What follows belongs to an exercise in optimizing a design on an open flow for small area; a production flow would make more cautious choices. Function was checked by simulation only, so behaviour that the tests miss may differ from the original. No activity file was given, so power comes from the tool's default toggle rates. The flow treats the clock pin as an ideal source, which a real chip does not have.

==> flow/design.v (excerpt) <==
module ow_emu (
    input  wire        clk,
    input  wire        rst,
    input  wire [2:0]  fam,
    input  wire        cmd_valid,
    output wire        cmd_ready,
    input  wire [7:0]  opsel,
    input  wire [15:0] a16,
    input  wire [7:0]  d8,
    output reg         rsp_valid,
    output wire [3:0]  status,
    output wire        ok,
    output wire [7:0]  rdata,
    input  wire        ow_in,
    output wire        ow_pull
);
==> flow/config.mk <==
export PLATFORM = sky130hd
export DESIGN_NAME = ow_emu
export DESIGN_NICKNAME = ow_emu
export VERILOG_FILES = /design/flow/design.v
export SDC_FILE = /design/flow/constraint.sdc
export NUM_CORES = 4
export LEC_CHECK = 0
export ABC_AREA = 0
export CAP_MARGIN = 20
export CORE_MARGIN = 2
export CORE_UTILIZATION = 55
export PLACE_DENSITY = 0.7
export SLEW_MARGIN = 20
==> flow/constraint.sdc <==
create_clock -name core_clock -period 10.0 [get_ports {clk}]
set_input_delay 2.0000 -clock core_clock [delete_from_list [all_inputs] [get_ports {clk}]]
set_output_delay 2.0000 -clock core_clock [all_outputs]
set_load 0.01 [all_outputs]
standard.sh (not shown) runs the stock make flow with config.mk's settings and CLKGATE_MAP_FILE= SYNTH_SCRIPT=/design/flow/synth_recipe.tcl, a recipe that flattens the netlist after the stock synthesis.
==> flow/flow/run.sh <==
#!/bin/bash
# Layout flow: the standard flow (standard synthesis and ORFS steps, unchanged
# scripts), with two settings passed to ORFS through its own variables:
#  - CTS without dummy loads (the clock tree's balancing cells add area only);
#  - port buffers made of the smallest buffer cell.
# make's output goes to standard.log; each ORFS step keeps its own log in orfs/logs/.
set -euo pipefail
cd "$(dirname "$0")/.."
export CTS_ARGS="-sink_clustering_enable -repair_clock_nets -sink_clustering_size 10 -sink_clustering_max_diameter 40 -buf_list sky130_fd_sc_hd__clkbuf_4 -dont_use_dummy_load"
export BUFFER_PORTS_ARGS="-buffer_cell sky130_fd_sc_hd__buf_1"
bash standard.sh > standard.log 2>&1
test -f out/final.def
==> next run, changes <==
--- a/flow/flow/run.sh
+++ b/flow/flow/run.sh
@@ -7,5 +7,5 @@
 set -euo pipefail
 cd "$(dirname "$0")/.."
-export CTS_ARGS="-sink_clustering_enable -repair_clock_nets -sink_clustering_size 10 -sink_clustering_max_diameter 40 -buf_list sky130_fd_sc_hd__clkbuf_4 -dont_use_dummy_load"
+export CTS_ARGS="-sink_clustering_enable -repair_clock_nets -sink_clustering_size 20 -sink_clustering_max_diameter 60 -buf_list sky130_fd_sc_hd__clkbuf_8 -dont_use_dummy_load"
 export BUFFER_PORTS_ARGS="-buffer_cell sky130_fd_sc_hd__buf_1"
 bash standard.sh > standard.log 2>&1
Result:
- The new run went through all stages and came out clean
- non-clock buffer count stays the same
- total power went down by about 0.6%
- sequential power barely changes
- sequential share of layout area went up by 0.23 points
- area after synthesis does not change
- final area stays flat
- final cell count went down by 2.9%
- wire length went down by about 0.8%
- setup slack degrades by 0.024 ns
==> next run, changes <==
--- a/flow/flow/run.sh
+++ b/flow/flow/run.sh
@@ -7,5 +7,5 @@
 set -euo pipefail
 cd "$(dirname "$0")/.."
-export CTS_ARGS="-sink_clustering_enable -repair_clock_nets -sink_clustering_size 20 -sink_clustering_max_diameter 60 -buf_list sky130_fd_sc_hd__clkbuf_8 -dont_use_dummy_load"
+export CTS_ARGS="-sink_clustering_enable -repair_clock_nets -sink_clustering_size ${CTS_SIZE:-36} -sink_clustering_max_diameter ${CTS_DIAM:-80} -dont_use_dummy_load"
 export BUFFER_PORTS_ARGS="-buffer_cell sky130_fd_sc_hd__buf_1"
 bash standard.sh > standard.log 2>&1
ABC_AREA = 1   (was 0)
CTS_CLUSTER_DIAMETER = 80   (was unset)
CTS_CLUSTER_SIZE = 30   (was unset)
Outcome:
- synthesized area rose by 0.79%
- global-route usage rose by 1.8 points
- sequential share of layout area falls by 0.93 points
- core utilization goes up by 0.49 points
- via count went up by 11%
- sequential cell count is unchanged
- die area grows by about 0.8%
- worst setup slack gains 0.049 ns
==> next run, changes <==
--- a/flow/flow/run.sh
+++ b/flow/flow/run.sh
@@ -7,5 +7,5 @@
 set -euo pipefail
 cd "$(dirname "$0")/.."
-export CTS_ARGS="-sink_clustering_enable -repair_clock_nets -sink_clustering_size ${CTS_SIZE:-36} -sink_clustering_max_diameter ${CTS_DIAM:-80} -dont_use_dummy_load"
+export CTS_ARGS="-sink_clustering_enable -repair_clock_nets -sink_clustering_size 11 -sink_clustering_max_diameter 40 -buf_list sky130_fd_sc_hd__clkbuf_4 -dont_use_dummy_load"
 export BUFFER_PORTS_ARGS="-buffer_cell sky130_fd_sc_hd__buf_1"
 bash standard.sh > standard.log 2>&1
ABC_AREA = 0   (was 1)
CTS_CLUSTER_DIAMETER = unset   (was 80)
CTS_CLUSTER_SIZE = unset   (was 30)
What happened:
- wire length fell by 10%
- total power went down by 5.6%
- setup slack gets worse by 0.047 ns
- final cell count shrinks by 8.0%
- cell area shrinks by 1.2%
- sequential power decreases by about 0.8%
==> next run, changes <==
--- a/flow/flow/run.sh
+++ b/flow/flow/run.sh
@@ -7,5 +7,5 @@
 set -euo pipefail
 cd "$(dirname "$0")/.."
-export CTS_ARGS="-sink_clustering_enable -repair_clock_nets -sink_clustering_size 11 -sink_clustering_max_diameter 40 -buf_list sky130_fd_sc_hd__clkbuf_4 -dont_use_dummy_load"
+export CTS_ARGS="-sink_clustering_enable -repair_clock_nets -sink_clustering_size 12 -sink_clustering_max_diameter 38 -buf_list sky130_fd_sc_hd__clkbuf_4 -dont_use_dummy_load"
 export BUFFER_PORTS_ARGS="-buffer_cell sky130_fd_sc_hd__buf_1"
 bash standard.sh > standard.log 2>&1
Effect:
- The changed run finished clean
- clock power hardly moves
- routed wire length shrinks by 0.42%
- setup slack gets worse by 0.0053 ns
- fmax barely changes
- via count stays flat

onyx:
Another version of the RTL of ow_emu (not shown whole).
Size: ~1200 flip-flops, ~55 I/O pins, ~0.029 mm² of cells after synthesis.
## ow_emu
module ow_emu (
    input  wire        clk,
    input  wire        rst,
    input  wire [2:0]  fam,
    input  wire        cmd_valid,
    output wire        cmd_ready,
    input  wire [7:0]  opsel,
    input  wire [15:0] a16,
    input  wire [7:0]  d8,
    output reg         rsp_valid,
    output wire [3:0]  status,
    output wire        ok,
    output wire [7:0]  rdata,
    input  wire        ow_in,
    output wire        ow_pull
);
clock: 10.0 ns
lec_check: 0
abc_area: 1
cap_margin: 20
core_margin: 2
core_utilization: 55
cts_cluster_diameter: 80
cts_cluster_size: 30
place_density: 0.7
slew_margin: 20
==> flow/flow/run.sh <==
#!/bin/bash
# Layout flow: the standard flow (standard synthesis and ORFS steps, unchanged
# scripts), with two settings passed to ORFS through its own variables:
#  - CTS without dummy loads (the clock tree's balancing cells add area only);
#  - port buffers made of the smallest buffer cell.
# make's output goes to standard.log; each ORFS step keeps its own log in orfs/logs/.
set -euo pipefail
cd "$(dirname "$0")/.."
export CTS_ARGS="-sink_clustering_enable -repair_clock_nets -sink_clustering_size ${CTS_SIZE:-34} -sink_clustering_max_diameter ${CTS_DIAM:-80} -dont_use_dummy_load"
export BUFFER_PORTS_ARGS="-buffer_cell sky130_fd_sc_hd__buf_1"
bash standard.sh > standard.log 2>&1
test -f out/final.def
For amber, these inputs were changed with respect to onyx:
-- flow/flow/run.sh --
<<< onyx, line 7
set -euo pipefail
cd "$(dirname "$0")/.."
export CTS_ARGS="-sink_clustering_enable -repair_clock_nets -sink_clustering_size ${CTS_SIZE:-34} -sink_clustering_max_diameter ${CTS_DIAM:-80} -dont_use_dummy_load"
export BUFFER_PORTS_ARGS="-buffer_cell sky130_fd_sc_hd__buf_1"
bash standard.sh > standard.log 2>&1
>>> amber, line 7
set -euo pipefail
cd "$(dirname "$0")/.."
export CTS_ARGS="-sink_clustering_enable -repair_clock_nets -sink_clustering_size ${CTS_SIZE:-30} -sink_clustering_max_diameter ${CTS_DIAM:-80} -dont_use_dummy_load"
export BUFFER_PORTS_ARGS="-buffer_cell sky130_fd_sc_hd__buf_1"
bash standard.sh > standard.log 2>&1
Notes after the runs:
Clock tree buffer count of the final layout in amber vs onyx: up 5. Wire length of onyx is on par with amber. onyx → amber: minimum period implied by the final worst setup slack up 8.4 ps, worst-case vdd ir drop up 25%.

P:
RTL: one of the versions met above, not the one the previous note started from.
Size in the first run: roughly 1900 cells after synthesis, roughly 1200 flip-flops, ~55 I/O pins, ~29000 µm² of cells after synthesis.
clock: 10.0 ns
lec_check: 0
abc_area: 0
cap_margin: 20
core_margin: 2
core_utilization: 55
place_density: 0.7
slew_margin: 20
==> flow/flow/run.sh <==
#!/bin/bash
# Layout flow: the standard flow (standard synthesis and ORFS steps, unchanged
# scripts), with two settings passed to ORFS through its own variables:
#  - CTS without dummy loads (the clock tree's balancing cells add area only);
#  - port buffers made of the smallest buffer cell.
# make's output goes to standard.log; each ORFS step keeps its own log in orfs/logs/.
set -euo pipefail
cd "$(dirname "$0")/.."
export CTS_ARGS="-sink_clustering_enable -repair_clock_nets -sink_clustering_size 18 -sink_clustering_max_diameter 60 -buf_list sky130_fd_sc_hd__clkbuf_8 -dont_use_dummy_load"
export BUFFER_PORTS_ARGS="-buffer_cell sky130_fd_sc_hd__buf_1"
bash standard.sh > standard.log 2>&1
test -f out/final.def
No stage failed in P, and the final checks on the layout all came back clean.
For Q, these inputs were changed with respect to P:
--- a/flow/flow/run.sh
+++ b/flow/flow/run.sh
@@ -9 +9 @@
-export CTS_ARGS="-sink_clustering_enable -repair_clock_nets -sink_clustering_size 18 -sink_clustering_max_diameter 60 -buf_list sky130_fd_sc_hd__clkbuf_8 -dont_use_dummy_load"
+export CTS_ARGS="-sink_clustering_enable -repair_clock_nets -sink_clustering_size ${CTS_SIZE:-36} -sink_clustering_max_diameter ${CTS_DIAM:-80} -dont_use_dummy_load"
Notes after the runs:
Delta (Q minus P): number of nets in the finished design went down; total via count in the routed design now sits lower; met1 layer usage reported by global route flat.
Maximum frequency of Q is on par with P.
The final area was comparable across P and Q.
Per the comparison of Q with P, fraction of area in registers roughly the same; number of standard cells in the layout, taps in and fillers out went down by 36; global-route usage -0.24 points.
Relative to P, the share of post-route cells with drive strength above 1 of Q is lower by 1.7 points.

[re-timing with driven ports]
The results above use ideal ports. As a check the final layouts listed here were re-extracted and re-timed, cells and wires unchanged. Step 1 (the two cells are an assumption about what drives the block):
set clk [get_ports {clk}]
set_driving_cell -lib_cell sky130_fd_sc_hd__clkbuf_16 $clk
set_driving_cell -lib_cell sky130_fd_sc_hd__buf_2 [delete_from_list [all_inputs] $clk]
Step 2 moves the port delays by t, midway between the first and last clock arrival at a register: inputs arrive t later, outputs are due t later. That takes back most of the time a late clock gives input paths. a / b / c = ideal ports / drivers / drivers and shift; a / b = the first two.
| run | t, ns | setup slack, ns | cell pins on the clock port's net |
|---|---|---|---|
| the first run of note 1 | 0.997 | 4.167 / 4.144 / 4.080 | 1 |
| the second run of note 1 | 0.688 | 4.143 / 4.120 / 4.117 | 1 |
| the third run of note 1 | 0.641 | 4.192 / 4.171 / 4.171 | 1 |
| the fourth run of note 1 | 0.968 | 4.145 / 4.122 / 4.057 | 1 |
| the fifth run of note 1 | 0.964 | 4.140 / 4.117 / 4.080 | 1 |
| onyx | 0.640 | 4.112 / 4.089 / 4.089 | 1 |
| amber | 0.639 | 4.104 / 4.080 / 4.080 | 1 |
| P | 0.697 | 4.143 / 4.120 / 4.058 | 1 |
| Q | 0.630 | 4.136 / 4.113 / 4.074 | 1 |
After both steps every run listed still meets setup and hold. For the fourth run of note 1, which loses most, drivers alone change the setup slack by -0.023 ns; drivers and shift together by -0.088 ns.
